Source: an optimization exercise on an open RTL-to-GDS flow (aim: small area, a short achievable clock period and few clock cycles). Production flows keep margins and buffers that such runs may drop.
Function was checked by simulation only, so behaviour that the tests miss may differ from the original.

Setup of yarrow:
Design qr_segdec, start of the top module:
module qr_segdec (
    input  wire        clk,
    input  wire        rst,
    input  wire        start,
    input  wire [5:0]  version,
    input  wire [11:0] ndata,
    output wire        busy,
    input  wire        in_valid,
    input  wire [7:0]  in_data,
    output wire        in_ready,
    output reg         out_valid,
    output reg  [7:0]  out_char,
    output reg         seg_valid,
    output reg  [1:0]  seg_cls,
    output reg  [3:0]  seg_ind,
    output reg  [15:0] seg_len,
    output reg         seg_trunc,
    output reg         seg_bad,
    output reg  [12:0] seg_n,
    output reg  [14:0] seg_pos
);
For scale: about 1400 cells after synthesis, ~170 flip-flops, ~94 I/O pins, ~11000 um^2 of cells after synthesis.
==> flow/config.mk <==
export PLATFORM = sky130hd
export DESIGN_NAME = qr_segdec
export DESIGN_NICKNAME = qr_segdec
export VERILOG_FILES = /design/flow/design.v
export SDC_FILE = /design/flow/constraint.sdc
export NUM_CORES = 4
export LEC_CHECK = 0
export ABC_AREA = 1
export CAP_MARGIN = 20
export CORE_MARGIN = 2
export CORE_UTILIZATION = 40
export PLACE_DENSITY = 0.6
export SLEW_MARGIN = 20
==> flow/constraint.sdc <==
create_clock -name core_clock -period 11.0 [get_ports {clk}]
set_input_delay 2.2000 -clock core_clock [delete_from_list [all_inputs] [get_ports {clk}]]
set_output_delay 2.2000 -clock core_clock [all_outputs]
set_load 0.01 [all_outputs]
run.sh (not shown) runs the stock make flow with config.mk's settings and CLKGATE_MAP_FILE= SYNTH_SCRIPT=/design/flow/synth_recipe.tcl, a recipe that flattens the netlist after the stock synthesis.
Testbench counts of yarrow, summed over its fixed seeds: cycles 81,257.
For pepper, these inputs were changed with respect to yarrow:
-- flow/design.v --
<<< yarrow, line 4
);
  always @(*) begin
    if (idx < 6'd10)      chr = 8'h30 + {2'd0, idx};
    else if (idx < 6'd36) chr = 8'h37 + {2'd0, idx};
    else begin
      case (idx)
        6'd36:   chr = 8'h20;
        6'd37:   chr = 8'h24;
        6'd38:   chr = 8'h25;
        6'd39:   chr = 8'h2A;
        6'd40:   chr = 8'h2B;
        6'd41:   chr = 8'h2D;
        6'd42:   chr = 8'h2E;
        6'd43:   chr = 8'h2F;
        default: chr = 8'h3A;
      endcase
    end
  end
endmodule
>>> pepper, line 4
);
  always @(*) begin
    case (idx)
      6'd0:  chr = 8'h30; 6'd1:  chr = 8'h31; 6'd2:  chr = 8'h32; 6'd3:  chr = 8'h33;
      6'd4:  chr = 8'h34; 6'd5:  chr = 8'h35; 6'd6:  chr = 8'h36; 6'd7:  chr = 8'h37;
      6'd8:  chr = 8'h38; 6'd9:  chr = 8'h39; 6'd10: chr = 8'h41; 6'd11: chr = 8'h42;
      6'd12: chr = 8'h43; 6'd13: chr = 8'h44; 6'd14: chr = 8'h45; 6'd15: chr = 8'h46;
      6'd16: chr = 8'h47; 6'd17: chr = 8'h48; 6'd18: chr = 8'h49; 6'd19: chr = 8'h4A;
      6'd20: chr = 8'h4B; 6'd21: chr = 8'h4C; 6'd22: chr = 8'h4D; 6'd23: chr = 8'h4E;
      6'd24: chr = 8'h4F; 6'd25: chr = 8'h50; 6'd26: chr = 8'h51; 6'd27: chr = 8'h52;
      6'd28: chr = 8'h53; 6'd29: chr = 8'h54; 6'd30: chr = 8'h55; 6'd31: chr = 8'h56;
      6'd32: chr = 8'h57; 6'd33: chr = 8'h58; 6'd34: chr = 8'h59; 6'd35: chr = 8'h5A;
      6'd36: chr = 8'h20; 6'd37: chr = 8'h24; 6'd38: chr = 8'h25; 6'd39: chr = 8'h2A;
      6'd40: chr = 8'h2B; 6'd41: chr = 8'h2D; 6'd42: chr = 8'h2E; 6'd43: chr = 8'h2F;
      default: chr = 8'h3A;
    endcase
  end
endmodule
<<< yarrow, line 42
    output reg  [14:0] seg_pos
);
  localparam BW = 24;                  
  localparam P_MODE = 2'd0;
  localparam P_LEN  = 2'd1;
>>> pepper, line 41
    output reg  [14:0] seg_pos
);
  localparam BW = 22;                  
  localparam P_MODE = 2'd0;
  localparam P_LEN  = 2'd1;
<<< yarrow, line 174
  assign in_ready = rdy;
  wire take = in_valid && rdy;
  wire rem0  = (rem == 13'd0);
  wire rem1  = (rem == 13'd1);
  wire rem2  = (rem == 13'd2);
  wire rem3p = !rem0 && !rem1 && !rem2;
  reg [4:0] gw;
>>> pepper, line 173
  assign in_ready = rdy;
  wire take = in_valid && rdy;
  reg  rem0, rem1, rem2;     
  wire rem3p = !rem0 && !rem1 && !rem2;
  reg [4:0] gw;
<<< yarrow, line 207
  always @(*) begin
    for (j = 0; j < 11; j = j + 1)
      x[j] = shifted[j] && (gw > j);
  end
  reg [3:0] lw8;
>>> pepper, line 204
  always @(*) begin
    for (j = 0; j < 11; j = j + 1)
      x[j] = shifted[j] && ge({11'd0, gw}, j + 1);
  end
  reg [3:0] lw8;
<<< yarrow, line 237
  wire retire  = xv && d_free && (alnum ? xs : !xbad);
  wire x_ready = !xv || retire;
  reg [5:0] idx;
  always @(*) begin
    if (alnum)
      idx = dn[1] ? dd[11:6] : dd[5:0];
    else
      idx = {2'd0, dn[1] ? (dn[0] ? dd[11:8] : dd[7:4]) : dd[3:0]};
  end
  wire [7:0] c_tab;
  qr_alnum u_alnum (.idx(idx), .chr(c_tab));
  wire [7:0] head = (seg_cls == 2'd2) ? dd[7:0] : c_tab;
  wire run     = busy_r && !fin;
  wire e_mode  = run && (phase == P_MODE) && have;
>>> pepper, line 234
  wire retire  = xv && d_free && (alnum ? xs : !xbad);
  wire x_ready = !xv || retire;
  wire [5:0] idx   = dn[1] ? dd[11:6] : dd[5:0];
  wire [3:0] digit = dn[1] ? (dn[0] ? dd[11:8] : dd[7:4]) : dd[3:0];
  wire [7:0] c_tab;
  qr_alnum u_alnum (.idx(idx), .chr(c_tab));
  wire [7:0] head = (seg_cls == 2'd2) ? dd[7:0] : alnum ? c_tab : {4'h3, digit};
  wire run     = busy_r && !fin;
  wire e_mode  = run && (phase == P_MODE) && have;
<<< yarrow, line 310
          seg_len <= len_next;
          rem     <= (len_next[15:13] != 3'd0) ? 13'h1fff : len_next[12:0];
          phase   <= P_DATA;
        end else begin
>>> pepper, line 302
          seg_len <= len_next;
          rem     <= (len_next[15:13] != 3'd0) ? 13'h1fff : len_next[12:0];
          rem0    <= (len_next == 16'd0);
          rem1    <= (len_next == 16'd1);
          rem2    <= (len_next == 16'd2);
          phase   <= P_DATA;
        end else begin
<<< yarrow, line 333
        xk  <= gk;
        xx  <= {2'd0, x};
        rem <= rem_sub[12:0];
      end
      out_valid <= (dn != 2'd0);
      if (dn != 2'd0) begin
        out_char <= head;
        dn       <= dn - 2'd1;
        seg_n    <= n_inc[12:0];
      end
>>> pepper, line 328
        xk  <= gk;
        xx  <= {2'd0, x};
        rem  <= rem_sub[12:0];
        rem0 <= (rem == {11'd0, gk});
        rem1 <= (rem == add({14'd0, gk}, 16'd1));
        rem2 <= (rem == add({14'd0, gk}, 16'd2));
      end
      out_valid <= (dn != 2'd0);
      if (dn != 2'd0) begin
        out_char <= head;
        dn       <= {dn[1] & dn[0], !dn[0]};
        seg_n    <= n_inc[12:0];
      end
<<< yarrow, line 345
        dd <= xdd;
      end
      seg_valid <= fin && !xv && (dn == 2'd0) && !seg_valid;
      if (seg_valid) begin
        busy_r <= 1'b0;
>>> pepper, line 343
        dd <= xdd;
      end
      seg_valid <= fin && !xv && !dn[1] && !seg_valid;
      if (seg_valid) begin
        busy_r <= 1'b0;
Diff yarrow..pepper | post-synthesis share of cell area spent on xor and xnor gates | negligible. Compared to yarrow, pepper has clock net sink count about 0.6% higher. The stage delay of the slowest cell on the critical path of pepper falls short of that of yarrow by 110 ps. Diff yarrow -> pepper: part of the Yosys area used for sequential elements higher, instance count on the critical path higher, adder-cell area share of the yosys netlist roughly the same, highest clock rate lower. Compared with yarrow, in pepper top fanout value on the critical path climbed 28, number of instances in the synthesized netlist barely changed, ratio of final minimum period to clock period climbed 1.2 points, starting density of the core dropped 0.19 points, overall die area dropped 1.0%. On cell count, yarrow tracks pepper almost exactly. The final reports for pepper and yarrow show total detailed-routing wirelength higher in the former.
Testbench counts of pepper, summed over its fixed seeds: cycles 80,985.

re-timing with driven ports:
The flow's constraints put no driver on any port. The routed layouts listed below were extracted and timed again, unchanged, in two steps. Step 1: set_driving_cell puts a clkbuf_16 on clk and a buf_2 on each other input, an assumption about the parent block. Step 2 also shifts input and output timing later by t, the mid clock arrival at the registers, as if the neighbouring blocks saw the same clock. Three values: ideal, step 1, step 2; two values: the first two.
| run | t, ns | setup WS [ns] | worst register clock-pin slew, ns |
|---|---|---|---|
| yarrow | 0.481 | 5.619 / 5.619 / 5.619 | 0.09 / 0.09 |
| pepper | 0.485 | 5.483 / 5.483 / 5.483 | 0.08 / 0.08 |
After both steps setup and hold are still met in every run listed.
